From an optimization exercise on the open Yosys and OpenROAD flow, aimed at small area, a short achievable clock period and few clock cycles per item; shortcuts taken in it are not production practice.
In this exercise RTL edits were held to simulation tests only and were not proved equivalent to the original.
Power and IR drop assume default switching activity.

==> flow/design.v <==
module gs_writer (
    input             clk,
    input             rst,
    input             cmd_valid,
    output            cmd_ready,
    input      [3:0]  cmd_op,
    input      [7:0]  cmd_nbits,
    input      [63:0] cmd_value,
    output            out_valid,
    input             out_ready,
    output     [31:0] out_data,
    output     [2:0]  out_bytes,
    output reg        rsp_valid,
    output reg [2:0]  rsp_code,
    output     [15:0] rsp_bits,
    output     [31:0] rsp_crc
);
    localparam [2:0] F_OK       = 3'd0;
    localparam [2:0] F_WIDTH    = 3'd2;
    localparam [2:0] F_ILLEGAL  = 3'd3;
    localparam [2:0] F_STATE    = 3'd4;
    localparam [2:0] F_OVERFLOW = 3'd5;
    reg         c_valid;
    reg         c_open;    
    reg         c_write;   
    reg         c_emit;    
    reg         c_noarg;   
    reg         c_badw;    
    reg         c_long;    
    reg  [6:0]  c_n;       
    reg  [63:0] c_val;     
    reg  [7:0]  c_end;     
    reg         wopen;     
    reg         flush;     
    reg         half;      
    reg  [31:0] wa;        
    reg  [31:0] wb;        
    reg  [6:0]  cnt;       
    reg         f32;       
    reg         g32;       
    reg         nz;        
    reg         par;       
    reg  [15:0] total;     
    reg  [31:0] crc;       
    reg         h1;        
    reg         h2;        
    wire full_word = f32;
    wire any       = nz;
    assign out_valid = h1 && (full_word || (flush && any));
    assign out_data  = wa;
    assign out_bytes = full_word ? 3'd4 : ({1'b0, cnt[4:3]} + {2'b0, |cnt[2:0]});
    assign rsp_bits  = total;
    assign rsp_crc   = ~crc;
    wire take = out_valid && out_ready;
    wire room  = !g32 || take;
    wire go    = c_valid && !flush && room && !(c_open && full_word);
    wire first = go && c_long && !half;
    wire done  = go && !(c_long && !half);
    wire can   = c_valid && !flush && !(c_open && full_word) && !(c_long && !half);
    assign cmd_ready = (!c_valid || (can && !g32)) || ((can && out_valid) && out_ready);
    wire        overflow = total[15] || (total[14:6] == 9'h1FF && c_end[7] && c_end[6:0] != 7'd0);
    reg [2:0] code;
    always @(*) begin
        if (!(c_write || ((c_open || c_emit) && c_noarg)))
            code = F_ILLEGAL;
        else if (c_open)
            code = F_OK;
        else if (!wopen)
            code = F_STATE;
        else if (c_emit)
            code = F_OK;
        else if (c_badw)
            code = F_WIDTH;
        else if (overflow)
            code = F_OVERFLOW;
        else
            code = F_OK;
    end
    wire write_ok = c_write && wopen && !c_badw && !overflow;
    wire [31:0] piece = (c_long && !half) ? c_val[63:32] : c_val[31:0];
    wire [4:0]  rot   = ~c_end[4:0];                                      
    wire        rot32 = ~c_end[5] ^ (c_long && !half) ^ par ^ take;
    reg [63:0] ins;
    integer k;
    always @(*) begin
        ins = {32'd0, piece};
        ins = {ins[62:0], ins[63]};
        for (k = 0; k < 5; k = k + 1)
            if (rot[k])
                ins = (ins << (1 << k)) | (ins >> (64 - (1 << k)));
        if (rot32)
            ins = {ins[31:0], ins[63:32]};
    end
    wire        put     = (first || done) && write_ok;
    wire [5:0]  put_len = (c_long && !half) ? {1'b0, c_n[4:0] == 5'd0, c_n[4:0]}
                        : (half ? 6'd32 : c_n[5:0]);
    wire [6:0]  c_sum   = cnt + {1'b0, put_len};
    wire [6:0]  c_sum32 = c_sum - 7'd32;
    wire [6:0]  c_tk    = full_word ? cnt - 7'd32 : 7'd0;
    wire [6:0]  cnt_put = take ? c_sum32 : c_sum;
    wire [6:0]  cnt_np  = take ? c_tk : cnt;
    wire [6:0]  cnt_nx  = put ? cnt_put : cnt_np;
    function [31:0] crc8;
        input [31:0] c;
        integer b;
        begin
            crc8 = c;
            for (b = 0; b < 8; b = b + 1)
                crc8 = crc8[0] ? ((crc8 >> 1) ^ 32'hEDB88320) : (crc8 >> 1);
        end
    endfunction
    wire        do_h1    = !h1 && (cnt[6] || cnt[5] || cnt[4] || (flush && any));
    wire        do_h2    = out_valid && !h2 && (full_word || (cnt[4] && |cnt[3:0]));
    wire [15:0] crc_in   = h1 ? wa[15:0] : wa[31:16];
    wire        crc_two  = h1 ? (full_word || (cnt[4:3] == 2'b11 && |cnt[2:0]))
                              : (cnt[6:4] != 3'd0 || cnt[3:0] > 4'd8);
    wire [31:0] crc_x    = crc ^ {16'd0, crc_in[7:0], crc_in[15:8]};
    wire [31:0] crc_1    = crc8(crc_x);
    wire [31:0] crc_2    = crc8(crc_1);
    wire [31:0] crc_word = crc_two ? crc_2 : crc_1;
    reg [63:0] vmask;
    integer j;
    always @(*)
        for (j = 0; j < 64; j = j + 1)
            vmask[j] = (cmd_nbits[7:6] != 2'd0) || (j < cmd_nbits[5:0]);
    always @(posedge clk) begin
        if (rst) begin
            c_valid <= 1'b0;
        end else if (cmd_ready) begin
            c_valid <= cmd_valid;
            c_open  <= (cmd_op == 4'h1);
            c_write <= (cmd_op == 4'h2) || (cmd_op == 4'h3);
            c_emit  <= (cmd_op == 4'h4);
            c_noarg <= (cmd_nbits == 8'd0) && (cmd_value == 64'd0);
            c_badw  <= (cmd_nbits == 8'd0) || (cmd_nbits > 8'd64);
            c_long  <= cmd_nbits[7] | cmd_nbits[6] | (cmd_nbits[5] & |cmd_nbits[4:0]);
            c_n     <= cmd_nbits[6:0];
            c_val   <= cmd_value & vmask;
            c_end   <= (c_valid && c_open && c_noarg) ? {1'b0, cmd_nbits[6:0]}
                     : (c_valid && c_write) ? {1'b0, c_end[6:0]} + {1'b0, cmd_nbits[6:0]}
                     : {1'b0, total[6:0]} + {1'b0, cmd_nbits[6:0]};
        end
    end
    always @(posedge clk) begin
        if (rst) begin
            wopen     <= 1'b0;
            flush     <= 1'b0;
            half      <= 1'b0;
            wa        <= 32'd0;
            wb        <= 32'd0;
            cnt       <= 7'd0;
            f32       <= 1'b0;
            g32       <= 1'b0;
            nz        <= 1'b0;
            par       <= 1'b0;
            total     <= 16'd0;
            crc       <= 32'hFFFFFFFF;
            h1        <= 1'b0;
            h2        <= 1'b0;
            rsp_valid <= 1'b0;
            rsp_code  <= 3'd0;
        end else begin
            rsp_valid <= 1'b0;
            {wa, wb}  <= (take ? {wb, 32'd0} : {wa, wb}) | (put ? ins : 64'd0);
            cnt       <= cnt_nx;
            f32       <= cnt_nx >= 7'd32;
            g32       <= cnt_nx > 7'd32;
            nz        <= cnt_nx != 7'd0;
            if (do_h1 || do_h2)
                crc <= crc_word;
            if (do_h1)
                h1 <= 1'b1;
            if (do_h2)
                h2 <= 1'b1;
            if (take) begin
                par <= ~par;
                h1  <= 1'b0;
                h2  <= 1'b0;
            end
            if (first)
                half <= 1'b1;
            if (flush && !any) begin
                flush     <= 1'b0;
                wopen     <= 1'b0;
                par       <= 1'b0;
                rsp_valid <= 1'b1;
                rsp_code  <= F_OK;
            end
            if (done) begin
                half      <= 1'b0;
                rsp_valid <= 1'b1;
                rsp_code  <= code;
                if (code != F_OK) begin
                    if (code != F_ILLEGAL)
                        wopen <= 1'b0;
                end else if (c_open) begin
                    wopen <= 1'b1;
                    wa    <= 32'd0;
                    wb    <= 32'd0;
                    cnt   <= 7'd0;
                    f32   <= 1'b0;
                    g32   <= 1'b0;
                    nz    <= 1'b0;
                    par   <= 1'b0;
                    total <= 16'd0;
                    crc   <= 32'hFFFFFFFF;
                    h1    <= 1'b0;
                    h2    <= 1'b0;
                end else if (c_write) begin
                    total <= total + {9'd0, c_n};
                end else begin
                    rsp_valid <= 1'b0;
                    flush     <= 1'b1;
                end
            end
        end
    end
endmodule
clock: 6.0 ns
lec_check: 0
cap_margin: 20
core_margin: 2
core_utilization: 40
cts_cluster_diameter: 80
cts_cluster_size: 20
place_density: 0.6
setup_slack_margin: 3
slew_margin: 20
standard.sh (not shown) runs the stock make flow with config.mk's settings and CLKGATE_MAP_FILE= SYNTH_SCRIPT=/design/flow/synth_recipe.tcl, a recipe that flattens the netlist after the stock synthesis.
==> flow/flow/run.sh <==
#!/bin/bash
# The standard layout (standard.sh: ORFS synthesis to final layout), with one change:
# the buffer placed on every input and output port is the smallest buffer cell,
# sky130_fd_sc_hd__buf_1, instead of the default pick. Timing repair may still resize it.
set -euo pipefail
export BUFFER_PORTS_ARGS="-buffer_cell sky130_fd_sc_hd__buf_1"
bash standard.sh > standard.log 2>&1
The starting point passed the timing, DRC and antenna checks.
Testbench counts at the start, summed over its fixed seeds: cycles 11,688, commands 9,484.
Then changed:
--- a/flow/design.v
+++ b/flow/design.v
@@ -38,8 +38,9 @@
     reg  [6:0]  cnt;       
     reg         f32;       
     reg         g32;       
     reg         nz;        
+    reg  [2:0]  ob;        
     reg         par;       
     reg  [15:0] total;     
     reg  [31:0] crc;       
     reg         h1;        
@@ -47,9 +48,9 @@
     wire full_word = f32;
     wire any       = nz;
     assign out_valid = h1 && (full_word || (flush && any));
     assign out_data  = wa;
-    assign out_bytes = full_word ? 3'd4 : ({1'b0, cnt[4:3]} + {2'b0, |cnt[2:0]});
+    assign out_bytes = ob;
     assign rsp_bits  = total;
     assign rsp_crc   = ~crc;
     wire take = out_valid && out_ready;
     wire room  = !g32 || take;
@@ -151,8 +152,9 @@
             cnt       <= 7'd0;
             f32       <= 1'b0;
             g32       <= 1'b0;
             nz        <= 1'b0;
+            ob        <= 3'd0;
             par       <= 1'b0;
             total     <= 16'd0;
             crc       <= 32'hFFFFFFFF;
             h1        <= 1'b0;
@@ -165,8 +167,9 @@
             cnt       <= cnt_nx;
             f32       <= cnt_nx >= 7'd32;
             g32       <= cnt_nx > 7'd32;
             nz        <= cnt_nx != 7'd0;
+            ob        <= (cnt_nx >= 7'd32) ? 3'd4 : ({1'b0, cnt_nx[4:3]} + {2'b0, |cnt_nx[2:0]});
             if (do_h1 || do_h2)
                 crc <= crc_word;
             if (do_h1)
                 h1 <= 1'b1;
@@ -200,8 +203,9 @@
                     cnt   <= 7'd0;
                     f32   <= 1'b0;
                     g32   <= 1'b0;
                     nz    <= 1'b0;
+                    ob    <= 3'd0;
                     par   <= 1'b0;
                     total <= 16'd0;
                     crc   <= 32'hFFFFFFFF;
                     h1    <= 1'b0;
Routed wire length is lower by 3.3%.
Power rose by 2.5%.
Clock skew rises by 10 ps.
Cell count rose by 1.5%.
Non-clock buffer count came out higher by 15.
Sequential cell count increases by 3.
Global-route usage went down by 0.43 points.
Cell area climbs by 2.2%.
Critical path depth rises by 1.
Worst setup slack improves by 120 ps.
Testbench counts after the change, summed over its fixed seeds: cycles 11,688, commands 9,484.

[re-timing with driven ports]
In the flow no input, the clock included, has a driving cell. The finished layouts below were timed again as built, in two steps.
Step 1 (the two cells are an assumption about what drives the block):
set clk [get_ports {clk}]
set_driving_cell -lib_cell sky130_fd_sc_hd__clkbuf_16 $clk
set_driving_cell -lib_cell sky130_fd_sc_hd__buf_2 [delete_from_list [all_inputs] $clk]
Step 2 adds t to the input delays and takes it off the output delays; t is the mean of the earliest and latest rising clock arrival at the registers after step 1. Input paths then give back, and output paths get back, about the clock's delay inside the block.
a / b / c = ideal / step 1 / step 2; a / b = the first two.
run | t (ns) | setup WS [ns] | worst setup path at the end | latest minus earliest clock arrival (ns)
the first run | 0.564 | 2.884 / 2.827 / 2.470 | input to register | 0.014 / 0.014
the second run | 0.563 | 2.999 / 2.934 / 2.524 | input to register | 0.024 / 0.024
After both steps every run listed still meets setup and hold. The setup slack of the second run, which loses most, moves by -0.065 ns with the drivers and by -0.475 ns with both steps.
